Background: an optimization exercise with open tools, aiming at small area, a short achievable clock period and few clock cycles. Do not read the settings as production practice.
No functional check of the RTL was part of this run.
No activity file was given, so power comes from the tool's default toggle rates.

$ cat design/flow/design.v
module plx_top (
    input             clk,
    input             rst,
    input             host_valid,
    input             host_write,
    input      [4:0]  host_addr,      
    input      [31:0] host_wdata,
    output            host_ready,
    output reg        host_rvalid,
    output reg [31:0] host_rdata,
    output            mem_rreq,
    output     [31:0] mem_raddr,
    input             mem_rgnt,
    input             mem_rvalid,
    input      [7:0]  mem_rdata,
    output            mem_wreq,
    output     [31:0] mem_waddr,
    output     [7:0]  mem_wdata,
    input             mem_wgnt
);
    localparam [1:0] ST_UNCONF = 2'd0, ST_CONF = 2'd1, ST_HALT = 2'd3;
    localparam [1:0] C_IDLE = 2'd0, C_CHECK = 2'd1, C_COPY = 2'd2;
    localparam [3:0] K_STR = 4'd0, K_RINIT = 4'd1, K_RADD = 4'd2, K_RITER = 4'd3,
                     K_ABINIT = 4'd4, K_ABITER = 4'd5, K_LEN1 = 4'd6, K_LEN2 = 4'd7,
                     K_CAP = 4'd8, K_DST = 4'd9, K_GO = 4'd10;
    reg [1:0]  state;
    reg [7:0]  sg_format;
    reg [31:0] sg_width, sg_height;
    reg        sg_crop_en;
    reg [31:0] sg_crop_w, sg_crop_h;
    reg [31:0] spd_addr, spd_stride;
    reg [31:0] dst_addr, dst_cap;
    reg [7:0]  g_format;
    reg [31:0] g_width, g_height;
    reg        g_crop_en;
    reg [31:0] g_crop_w, g_crop_h;
    reg [2:0]  pd_valid;
    reg [31:0] pd_addr0, pd_addr1, pd_addr2;
    reg [31:0] pd_stride0, pd_stride1, pd_stride2;
    reg        badplane;
    reg [1:0]  err_e;             
    reg [1:0]  err_s;
    reg        out_valid;
    reg [31:0] out_addr;
    reg [29:0] ab;                
    reg        cmderr;
    reg        ready_q;
    reg        t_v, t_w;
    reg [4:0]  t_a;
    reg [31:0] t_d;
    reg        tc_cfg, tc_set, tc_ext, tc_srst, tc_bad;
    assign host_ready = ready_q;
    wire host_fire = host_valid && ready_q;
    wire h_cmd   = host_fire && host_write && (host_addr == 5'd0);
    wire h_rsv0  = (host_wdata[31:16] == 16'd0);
    wire h_arg0  = (host_wdata[15:8] == 8'd0);
    wire h_cfg   = h_rsv0 && h_arg0 && (host_wdata[7:0] == 8'h01);
    wire h_set   = h_rsv0 && (host_wdata[7:0] == 8'h02);
    wire h_ext   = h_rsv0 && h_arg0 && (host_wdata[7:0] == 8'h03);
    wire h_srst  = h_rsv0 && h_arg0 && (host_wdata[7:0] == 8'h04);
    wire [31:0] eff_w = g_crop_en ? g_crop_w : g_width;
    wire [31:0] eff_h = g_crop_en ? g_crop_h : g_height;
    wire [30:0] half_w = eff_w[31:1];
    wire [30:0] half_h = eff_h[31:1];
    wire        hw_one = (half_w == 31'd1);
    wire        hh_one = (half_h == 31'd1);
    wire fmt_ok  = (g_format == 8'd1) || (g_format == 8'd2);
    wire odd_dim = g_width[0] || g_height[0] || (g_crop_en && (g_crop_w[0] || g_crop_h[0]));
    wire t_cmd    = tc_cfg || tc_set || tc_ext || tc_srst || tc_bad;
    wire rejected = tc_bad || ((state == ST_HALT) && !tc_srst);
    wire [7:0] arg = t_d[15:8];
    wire early_fail = (state == ST_UNCONF) || !fmt_ok || badplane || odd_dim ||
                      (pd_valid != 3'b111);
    reg  [1:0]  ctl;
    wire [32:0] ab4 = {1'b0, ab, 2'b00};
    wire        ab_sel1 = (ctl == C_IDLE) && t_a[3];    
    wire [32:0] ab_sum = ab4 + (ab_sel1 ? {3'b000, ab} : {2'b00, ab, 1'b0});
    wire [31:0] status = {8'd0, 2'b00, err_e, 2'b00, err_s, 2'd0, pd_valid, cmderr, badplane,
                          out_valid, 2'b00, err_e, 2'd0, state};
    wire [1:0] sem1 = out_valid ? g_format[1:0] : 2'd0;
    wire [1:0] sem2 = out_valid ? {g_format[0], g_format[1]} : 2'd0;
    reg [31:0] rd_mux;
    always @(*) begin
        case (t_a)
            5'd1:  rd_mux = status;
            5'd2:  rd_mux = {24'd0, sg_format};
            5'd3:  rd_mux = sg_width;
            5'd4:  rd_mux = sg_height;
            5'd5:  rd_mux = {31'd0, sg_crop_en};
            5'd6:  rd_mux = sg_crop_w;
            5'd7:  rd_mux = sg_crop_h;
            5'd8:  rd_mux = spd_addr;
            5'd9:  rd_mux = spd_stride;
            5'd10: rd_mux = dst_addr;
            5'd11: rd_mux = dst_cap;
            5'd12: rd_mux = {24'd0, g_format};
            5'd13: rd_mux = g_width;
            5'd14: rd_mux = g_height;
            5'd15: rd_mux = {31'd0, g_crop_en};
            5'd16: rd_mux = g_crop_w;
            5'd17: rd_mux = g_crop_h;
            5'd18: rd_mux = ab_sum[31:0];
            5'd19: rd_mux = out_addr;
            5'd21: rd_mux = ab4[31:0];
            5'd24: rd_mux = ab4[31:0];
            5'd25: rd_mux = {2'b00, ab};
            5'd26: rd_mux = {30'd0, sem1};
            5'd28: rd_mux = ab_sum[31:0];
            5'd29: rd_mux = {2'b00, ab};
            5'd30: rd_mux = {30'd0, sem2};
            default: rd_mux = 32'd0;
        endcase
    end
    reg [3:0]  step;
    reg [1:0]  pl;                
    reg        fl_v;              
    reg [1:0]  fl_e, fl_s;
    reg [32:0] acc;               
    reg [32:0] mc;                
    reg [31:0] mr;                
    reg [31:0] raddr, waddr;
    reg        lc_q, lr_q;        
    reg        rreq_q, wreq_q, rdone;
    reg [2:0]  cnt;               
    reg [2:0]  fc;                
    reg [7:0]  q0, q1, q2, q3;    
    wire [31:0] p_w = (pl == 2'd0) ? eff_w : {1'b0, half_w};
    wire [31:0] p_h = (pl == 2'd0) ? eff_h : {1'b0, half_h};
    wire [31:0] p_addr = (pl == 2'd0) ? pd_addr0 : (pl == 2'd1) ? pd_addr1 : pd_addr2;
    wire [31:0] p_stride = (pl == 2'd0) ? pd_stride0 : (pl == 2'd1) ? pd_stride1 : pd_stride2;
    wire [31:0] n_addr = (pl == 2'd0) ? pd_addr1 : pd_addr2;
    wire        empty = (eff_w == 32'd0) || (eff_h == 32'd0);
    wire        mr_zero = (mr == 32'd0);
    wire [32:0] add_b = (ctl == C_COPY) ? {1'b0, p_stride} : mc;
    wire [32:0] acc_add = acc + add_b;
    wire        range_over = acc[32] && (acc[31:0] != 32'd0);
    wire        ab_big = (acc[32:30] != 3'd0) || (!mr_zero && (mc[32:30] != 3'd0));
    wire        cap_bad = acc[32] || (acc[31:0] > dst_cap);
    wire        dst_bad = acc_add[32] && (acc_add[31:0] != 32'd0);
    wire racc = rreq_q && mem_rgnt;
    wire wacc = wreq_q && mem_wgnt;
    wire rdone_n = rdone || (racc && lc_q && lr_q && (pl == 2'd2));
    wire [2:0] cnt_n = cnt + {2'b00, racc} - {2'b00, wacc};
    wire [2:0] fc_w  = fc - {2'b00, wacc};           
    wire [2:0] fc_n  = fc_w + {2'b00, mem_rvalid};
    assign mem_rreq  = rreq_q;
    assign mem_raddr = raddr;
    assign mem_wreq  = wreq_q;
    assign mem_waddr = waddr;
    assign mem_wdata = q0;
    task automatic clear_frame;
        begin
            pd_valid <= 3'd0;
            badplane <= 1'b0;
        end
    endtask
    task automatic clear_results;
        begin
            err_e <= 2'd0; err_s <= 2'd0;
            out_valid <= 1'b0; out_addr <= 32'd0; ab <= 30'd0;
        end
    endtask
    task automatic clear_all;
        begin
            state <= ST_UNCONF;
            sg_format <= 8'd0; sg_width <= 32'd0; sg_height <= 32'd0;
            sg_crop_en <= 1'b0; sg_crop_w <= 32'd0; sg_crop_h <= 32'd0;
            spd_addr <= 32'd0; spd_stride <= 32'd0;
            dst_addr <= 32'd0; dst_cap <= 32'd0;
            g_format <= 8'd0; g_width <= 32'd0; g_height <= 32'd0;
            g_crop_en <= 1'b0; g_crop_w <= 32'd0; g_crop_h <= 32'd0;
            cmderr <= 1'b0;
            clear_frame;
            clear_results;
        end
    endtask
    task automatic fail(input [1:0] e, input [1:0] s);
        begin
            clear_results;
            err_e <= e;
            err_s <= s;
            clear_frame;
            if (e == 2'd2)
                state <= ST_HALT;
            ctl <= C_IDLE;
            ready_q <= 1'b1;
        end
    endtask
    always @(posedge clk) begin
        if (rst) begin
            clear_all;
            ready_q <= 1'b1;
            t_v <= 1'b0;
            tc_cfg <= 1'b0; tc_set <= 1'b0; tc_ext <= 1'b0; tc_srst <= 1'b0; tc_bad <= 1'b0;
            host_rvalid <= 1'b0;
            ctl <= C_IDLE;
            rreq_q <= 1'b0;
            wreq_q <= 1'b0;
            fl_v <= 1'b0;
        end else begin
            t_v <= host_fire;
            t_w <= host_write;
            t_a <= host_addr;
            t_d <= host_wdata;
            tc_cfg  <= h_cmd && h_cfg;
            tc_set  <= h_cmd && h_set;
            tc_ext  <= h_cmd && h_ext;
            tc_srst <= h_cmd && h_srst;
            tc_bad  <= h_cmd && !(h_cfg || h_set || h_ext || h_srst);
            host_rvalid <= t_v && !t_w;
            host_rdata <= rd_mux;
            if (ctl == C_IDLE && !tc_ext)
                ready_q <= !(h_cmd && h_ext);
            if (t_v && t_w) begin
                case (t_a)
                    5'd2:  sg_format  <= t_d[7:0];
                    5'd3:  sg_width   <= t_d;
                    5'd4:  sg_height  <= t_d;
                    5'd5:  sg_crop_en <= t_d[0];
                    5'd6:  sg_crop_w  <= t_d;
                    5'd7:  sg_crop_h  <= t_d;
                    5'd8:  spd_addr   <= t_d;
                    5'd9:  spd_stride <= t_d;
                    5'd10: dst_addr   <= t_d;
                    5'd11: dst_cap    <= t_d;
                    default: ;
                endcase
            end
            if (t_cmd) begin
                if (rejected) begin
                    cmderr <= 1'b1;
                    if (tc_ext)
                        ready_q <= 1'b1;
                end else begin
                    cmderr <= 1'b0;
                    if (tc_srst) begin
                        clear_all;
                    end else if (tc_cfg) begin
                        g_format  <= sg_format;
                        g_width   <= sg_width;
                        g_height  <= sg_height;
                        g_crop_en <= sg_crop_en;
                        g_crop_w  <= sg_crop_w;
                        g_crop_h  <= sg_crop_h;
                        clear_frame;
                        clear_results;
                        state <= ST_CONF;
                    end else if (tc_set) begin
                        if (arg >= 8'd3) begin
                            badplane <= 1'b1;
                        end else if (arg == 8'd0) begin
                            pd_valid[0] <= 1'b1; pd_addr0 <= spd_addr; pd_stride0 <= spd_stride;
                        end else if (arg == 8'd1) begin
                            pd_valid[1] <= 1'b1; pd_addr1 <= spd_addr; pd_stride1 <= spd_stride;
                        end else begin
                            pd_valid[2] <= 1'b1; pd_addr2 <= spd_addr; pd_stride2 <= spd_stride;
                        end
                    end else begin
                        if (state == ST_UNCONF)
                            fail(2'd1, 2'd3);
                        else if (!fmt_ok)
                            fail(2'd1, 2'd0);
                        else if (badplane)
                            fail(2'd1, 2'd1);
                        else if (odd_dim)
                            fail(2'd1, 2'd2);
                        else if (pd_valid != 3'b111)
                            fail(2'd2, 2'd0);
                        else begin
                            ctl <= C_CHECK;
                            step <= K_STR;
                            pl <= 2'd0;
                            fl_v <= 1'b0;
                        end
                    end
                end
            end
            case (ctl)
            C_CHECK: begin
                if (fl_v) begin
                    fail(fl_e, fl_s);
                end else begin
                    case (step)
                    K_STR: begin
                        fl_v <= (p_stride < p_w);
                        fl_e <= 2'd2; fl_s <= 2'd1;
                        if (pl == 2'd2) begin
                            pl <= 2'd0;
                            step <= empty ? K_ABINIT : K_RINIT;
                        end else
                            pl <= pl + 2'd1;
                    end
                    K_RINIT: begin
                        acc <= {1'b0, p_addr};
                        mc <= {1'b0, p_w};
                        step <= K_RADD;
                    end
                    K_RADD: begin
                        acc <= acc_add;
                        mc <= {1'b0, p_stride};
                        mr <= p_h - 32'd1;
                        step <= K_RITER;
                    end
                    K_RITER: begin
                        fl_v <= range_over || (!mr_zero && mc[32]);
                        fl_e <= 2'd2; fl_s <= 2'd2;
                        if (mr_zero) begin
                            if (pl == 2'd2) begin
                                step <= K_ABINIT;
                            end else begin
                                pl <= pl + 2'd1;
                                step <= K_RINIT;
                            end
                        end else begin
                            if (mr[0])
                                acc <= acc_add;
                            mc <= {mc[32] | mc[31], mc[30:0], 1'b0};
                            mr <= {1'b0, mr[31:1]};
                        end
                    end
                    K_ABINIT: begin
                        acc <= 33'd0;
                        mc <= {2'b00, half_w};
                        mr <= {1'b0, half_h};
                        step <= K_ABITER;
                    end
                    K_ABITER: begin
                        fl_v <= ab_big;
                        fl_e <= 2'd3; fl_s <= 2'd0;
                        if (mr_zero)
                            step <= K_LEN1;
                        else begin
                            if (mr[0])
                                acc <= acc_add;
                            mc <= {mc[32] | mc[31], mc[30:0], 1'b0};
                            mr <= {1'b0, mr[31:1]};
                        end
                    end
                    K_LEN1: begin
                        ab <= acc[29:0];
                        step <= K_LEN2;
                    end
                    K_LEN2: begin
                        acc <= ab_sum;
                        mc <= {1'b0, dst_addr};
                        step <= K_CAP;
                    end
                    K_CAP: begin
                        fl_v <= cap_bad;
                        fl_e <= 2'd3; fl_s <= 2'd0;
                        step <= K_DST;
                    end
                    K_DST: begin
                        fl_v <= dst_bad;
                        fl_e <= 2'd3; fl_s <= 2'd1;
                        step <= K_GO;
                    end
                    default: begin  
                        err_e <= 2'd0; err_s <= 2'd0;
                        out_valid <= 1'b1;
                        out_addr <= dst_addr;
                        clear_frame;
                        state <= ST_CONF;
                        if (ab == 30'd0) begin
                            ctl <= C_IDLE;
                            ready_q <= 1'b1;
                        end else begin
                            ctl <= C_COPY;
                            pl <= 2'd0;
                            acc <= {1'b0, pd_addr0};
                            raddr <= pd_addr0;
                            mc <= {1'b0, eff_w};
                            mr <= eff_h;
                            lc_q <= 1'b0;       
                            lr_q <= 1'b0;       
                            waddr <= dst_addr;
                            rreq_q <= 1'b1;
                            wreq_q <= 1'b0;
                            rdone <= 1'b0;
                            cnt <= 3'd0;
                            fc <= 3'd0;
                        end
                    end
                    endcase
                end
            end
            C_COPY: begin
                if (racc) begin
                    if (!lc_q) begin
                        mc[31:0] <= mc[31:0] - 32'd1;
                        raddr <= raddr + 32'd1;
                        lc_q <= (mc[31:0] == 32'd2);
                    end else if (!lr_q) begin
                        mc[31:0] <= p_w;
                        mr <= mr - 32'd1;
                        acc <= acc_add;
                        raddr <= acc_add[31:0];
                        lc_q <= (pl != 2'd0) && hw_one;
                        lr_q <= (mr == 32'd2);
                    end else if (pl != 2'd2) begin
                        pl <= pl + 2'd1;
                        mc[31:0] <= {1'b0, half_w};
                        mr <= {1'b0, half_h};
                        acc <= {1'b0, n_addr};
                        raddr <= n_addr;
                        lc_q <= hw_one;
                        lr_q <= hh_one;
                    end
                end
                rdone <= rdone_n;
                cnt <= cnt_n;
                rreq_q <= !rdone_n && (cnt_n != 3'd4);
                if (wacc) begin
                    waddr <= waddr + 32'd1;
                    q0 <= q1; q1 <= q2; q2 <= q3;
                end
                if (mem_rvalid) begin
                    case (fc_w)
                        3'd0: q0 <= mem_rdata;
                        3'd1: q1 <= mem_rdata;
                        3'd2: q2 <= mem_rdata;
                        default: q3 <= mem_rdata;
                    endcase
                end
                fc <= fc_n;
                wreq_q <= (fc_n != 3'd0);
                if (rdone && cnt == 3'd0) begin
                    ctl <= C_IDLE;
                    ready_q <= 1'b1;
                    rreq_q <= 1'b0;
                    wreq_q <= 1'b0;
                end
            end
            default: ;
            endcase
        end
    end
endmodule
$ cat design/flow/constraint.sdc
create_clock -name core_clock -period 13.0 [get_ports {clk}]
set_input_delay 2.6000 -clock core_clock [delete_from_list [all_inputs] [get_ports {clk}]]
set_output_delay 2.6000 -clock core_clock [all_outputs]
set_load 0.01 [all_outputs]
$ cat design/flow/run.sh
#!/bin/bash
# synth_recipe.tcl (not shown) runs the flow's synth.tcl, then flattens the netlist and writes it again
# the make line also repeats each setting of config.mk as NAME=value (left out here)
make -C /OpenROAD-flow-scripts/flow DESIGN_CONFIG=/design/flow/config.mk WORK_HOME=/design/flow/orfs CLKGATE_MAP_FILE= SYNTH_SCRIPT=/design/flow/synth_recipe.tcl finish
$ cat design/flow/config.mk
export PLATFORM = sky130hd
export DESIGN_NAME = plx_top
export DESIGN_NICKNAME = plx_top
export VERILOG_FILES = /design/flow/design.v
export SDC_FILE = /design/flow/constraint.sdc
export NUM_CORES = 4
export LEC_CHECK = 0
export CAP_MARGIN = 20
export CORE_MARGIN = 2
export CORE_UTILIZATION = 40
export PLACE_DENSITY = 0.6
export SETUP_SLACK_MARGIN = 0.3
export SLEW_MARGIN = 20
==> summary.txt <==
-- power groups by stage --
stage / clock [W] / sequential, W / combinational, W
final: 0.00334 / 0.00324 / 0.000325
after CTS: 0.00334 / 0.00324 / 0.000313
after global routing: 0.00345 / 0.00324 / 0.000338
after floorplan: 0 / 0.00326 / 0.000207
after detailed placement: 0 / 0.00330 / 0.000312
after global placement: 0 / 0.00330 / 0.000310
-- worst max-delay path, delay by kind of cell, from the launching register on --
kind | cells | cell delay [ns]
buf+inv | 3 | 1.23
fa+ha+maj | 1 | 0.28
flops | 1 | 0.56
simple gates | 7 | 2.14
compound gates | 5 | 0.97
-- per-layer routing --
metal | routed length (um) | GRT usage | vias up | part of all wire
met2 | 102000 | 0.498 | 3882 | 0.40
met5 | 116 | 0 | - | 0.00045
met1 | 99300 | 0.489 | 25374 | 0.39
li1 | - | - | 22467 | -
met4 | 18000 | 0.218 | 18 | 0.070
met3 | 37900 | 0.124 | 713 | 0.15
-- through the flow --
step	instances	total power, W
3_5_place_dp	7695	0.00361
6_report	7918	0.00690
5_1_grt	7903	0.00703
3_3_place_gp	7695	0.00361
4_1_cts	7898	0.00689
2_1_floorplan	6117	0.00346
-- kinds of logic after synthesis --
logic type / share of synthesized area
DFF: 0.446
buffers and inverters: 0.0399
muxes: 0.0551
and+or+nand+nor: 0.174
AOI/OAI and AO/OA: 0.221
adders and majority gates: 0.0343
xor gates and xnor gates: 0.0299
-- cell usage after synthesis, types with 96 or more instances --
| master | count |
|---|---|
| mux2_2 | 123 |
| mux2i_1 | 154 |
| dfxtp_1 | 489 |
| o21ai_0 | 317 |
| ha_1 | 143 |
| a22oi_1 | 126 |
| xnor2_1 | 96 |
| clkbuf_1 | 381 |
| nand3_1 | 242 |
| nor2_1 | 419 |
| a21oi_1 | 726 |
| edfxtp_1 | 474 |
| a221oi_1 | 104 |
| nand2_1 | 1082 |
-- final timing paths --
path         slack (ns)           to   from
max                7.33       mr[30]  pl[1]
min                0.45  host_rvalid    t_w
max reg2reg        7.33       mr[30]  pl[1]
min reg2reg        0.45  host_rvalid    t_w
-- cell type report --
class	count	area (um^2)	area share
inverter	96	365	0.00598
multi-input combinational	4595	28100	0.460
clock buffer	142	2970	0.0486
timing repair buffer	278	2580	0.0422
antenna	15	37.5	0.000614
clock inverter	61	830	0.0136
tap	1768	2210	0.0362
sequential	963	24000	0.393
==> flow_metrics.py <==
metrics = {
    "global_routing": {
        "grt_use_total": 0.363,
        "grt-ovfl-total": 0,
        "antenna_found_initial": 21,
        "grt_pass1_wl_mm": 359,
        "grt_max_degree": 170,
        "grt_pass1_vias": 47460,
    },
    "timing": {
        "max-slew-margin-rel": 0.187,
        "fin_crit_ns": 5.67,
        "hold_violations": 0,
        "setup_viol": 0,
        "max_freq_mhz": 176,
        "max_slew.worst_pin.slew_ns": 1.22,
        "finalSetupTns_ns": 0,
        "final.period_utilization": 0.436,
        "worst_clock_skew_ns": 0.0439,
        "slew_violations": 0,
        "worst_slack_ns": 7.33,
        "rsz0062_at_grt": "false",
        "hold_slack_ns": 0.448,
    },
    "clocking": {
        "clk_latency_ns": 0.76,
        "clock_path_buffers": 3,
        "cts_resized": 0,
        "path_clk_slew_ns": 0.06,
        "cts_tree": "yes",
        "clock-sinks": 963,
        "ctsHoldBuffers": 0,
        "cts_setup_buffers": 0,
        "clock-root-buffer": "clkbuf_16",
        "htreeDepth": 3,
        "cts_buffers": 108,
    },
    "floorplan": {
        "die_y_um": 371,
        "num_rows": 134,
        "die-area_um2": 138000,
        "die_w_um": 371,
        "ios": 160,
        "start_util": 0.403,
        "core_um2": 134000,
    },
    "routing": {
        "via_count": 52454,
        "ant_nets": 0,
        "wire_per_inst_um": 32.5,
        "drc": 0,
        "routed_wl_mm": 258,
        "first_pass_iters": 8,
        "vias_per_cell": 6.62,
        "dr.first_iter.drc_count": 9032,
    },
    "pwr": {
        "sw_frac_of_total": 0.244,
        "p_switching_w": 0.00168,
        "power_frac_comb": 0.047,
        "power-per-cell-area_nw_per_um2": 113,
        "internal-power_w": 0.00522,
        "seqPwrFrac": 0.469,
        "ir_worst_vdd_mv": 0.115,
        "cellLeakagePower_nw": 21.2,
        "clockPowerShare": 0.483,
    },
    "synthesis": {
        "yosys.area.top_type": "edfxtp_1",
        "ys_types": 95,
        "synth_flop_cell": "dfxtp_1",
        "yosys_warnings": 1,
        "synth_seq_cells": 963,
        "ys_seq_area_frac": 0.446,
        "synth_edf_count": 474,
        "yosys-top-cells-area": "edfxtp_1 (26%), dfxtp_1 (18%), nand2_1 (7.5%), a21oi_1 (6.7%), ha_1 (3.3%)",
        "synthCells": 6117,
        "ys_async_sr_fraction": 0,
        "netlist_area_um2": 53900,
        "synth_fp_nets": 6315,
        "syn_avg_cell_area_um2": 8.81,
        "synth_top_area_frac": 0.264,
    },
    "worst_setup_path": {
        "required_ns": 13.45,
        "startpoint_type": "flop",
        "critical_path_class": "reg2reg",
        "cp_slowest_cell": "nor4_2",
        "cp_max_fo": 76,
        "end_kind": "flop",
        "crit_chain": "buf_4 > buf_12 > or2_4 > buf_12 > nand2_1 > o21ai_0 > ha_1 > nand2_1 > a2111oi_4 > nand4_1 > nor4_2 > nand2_1 > nor3_1 > a211oi_1 > a31oi_1 > o31ai_1",
        "cpMostUsedCell": "nand2_1",
        "worstPathArrival_ns": 6.12,
        "r2r_cells": 16,
        "max_stage_delay_ns": 0.58,
    },
    "layout": {
        "post-route-util": 0.457,
        "fin_area_um2": 61100,
        "nFillCells": 12768,
        "largest_registers": "acc (33), mc (33)",
        "final_common_cell": "nand2_1",
        "area_growth_syn_to_layout_pct": 13.3,
        "drive_above_1_share": 0.0862,
        "layout_common_cells": "nand2_1 (1,073), a21oi_1 (724), dfxtp_1 (488), edfxtp_1 (474), nor2_1 (397)",
        "nets": 6240,
    },
    "status": {
        "status": "complete, no violations",
    },
    "hold_path": {
        "hold_path_depth": 1,
        "min_path_type": "reg2reg",
    },
    "run": {
        "drv_cap": 0,
    },
    "place": {
        "dpl_cell_area_um2": 57200,
        "dpl.hpwl_mm": 178,
        "dp_slack_ns": 7.39,
        "place_congestion": 1.03,
        "port_buffers": 159,
    },
}

-- re-timing with driven ports --
The flow's constraints put no driver on any port. The routed layout listed below was extracted and timed again, unchanged, in two steps.
Step 1 (the two cells are an assumption about what drives the block):
set clk [get_ports {clk}]
set_driving_cell -lib_cell sky130_fd_sc_hd__clkbuf_16 $clk
set_driving_cell -lib_cell sky130_fd_sc_hd__buf_2 [delete_from_list [all_inputs] $clk]
Step 2 times the ports against the registers' clock, not the clock port: input delays grow and output delays shrink by t, the midpoint of the rising clock arrivals with the driver on.
a / b / c = ideal / step 1 / step 2; a / b = the first two.
shift t [ns]: 0.819
setup slack, ns: 7.327 / 7.327 / 7.327
clock arrival spread, ns: 0.047 / 0.046
slew at the worst register clock pin (ns): 0.07 / 0.07
worst slew at a driven data input, ns: 0.07
After both steps setup and hold are still met in this run. For this run, drivers alone change the setup slack by 0.000 ns; drivers and shift together by 0.000 ns.
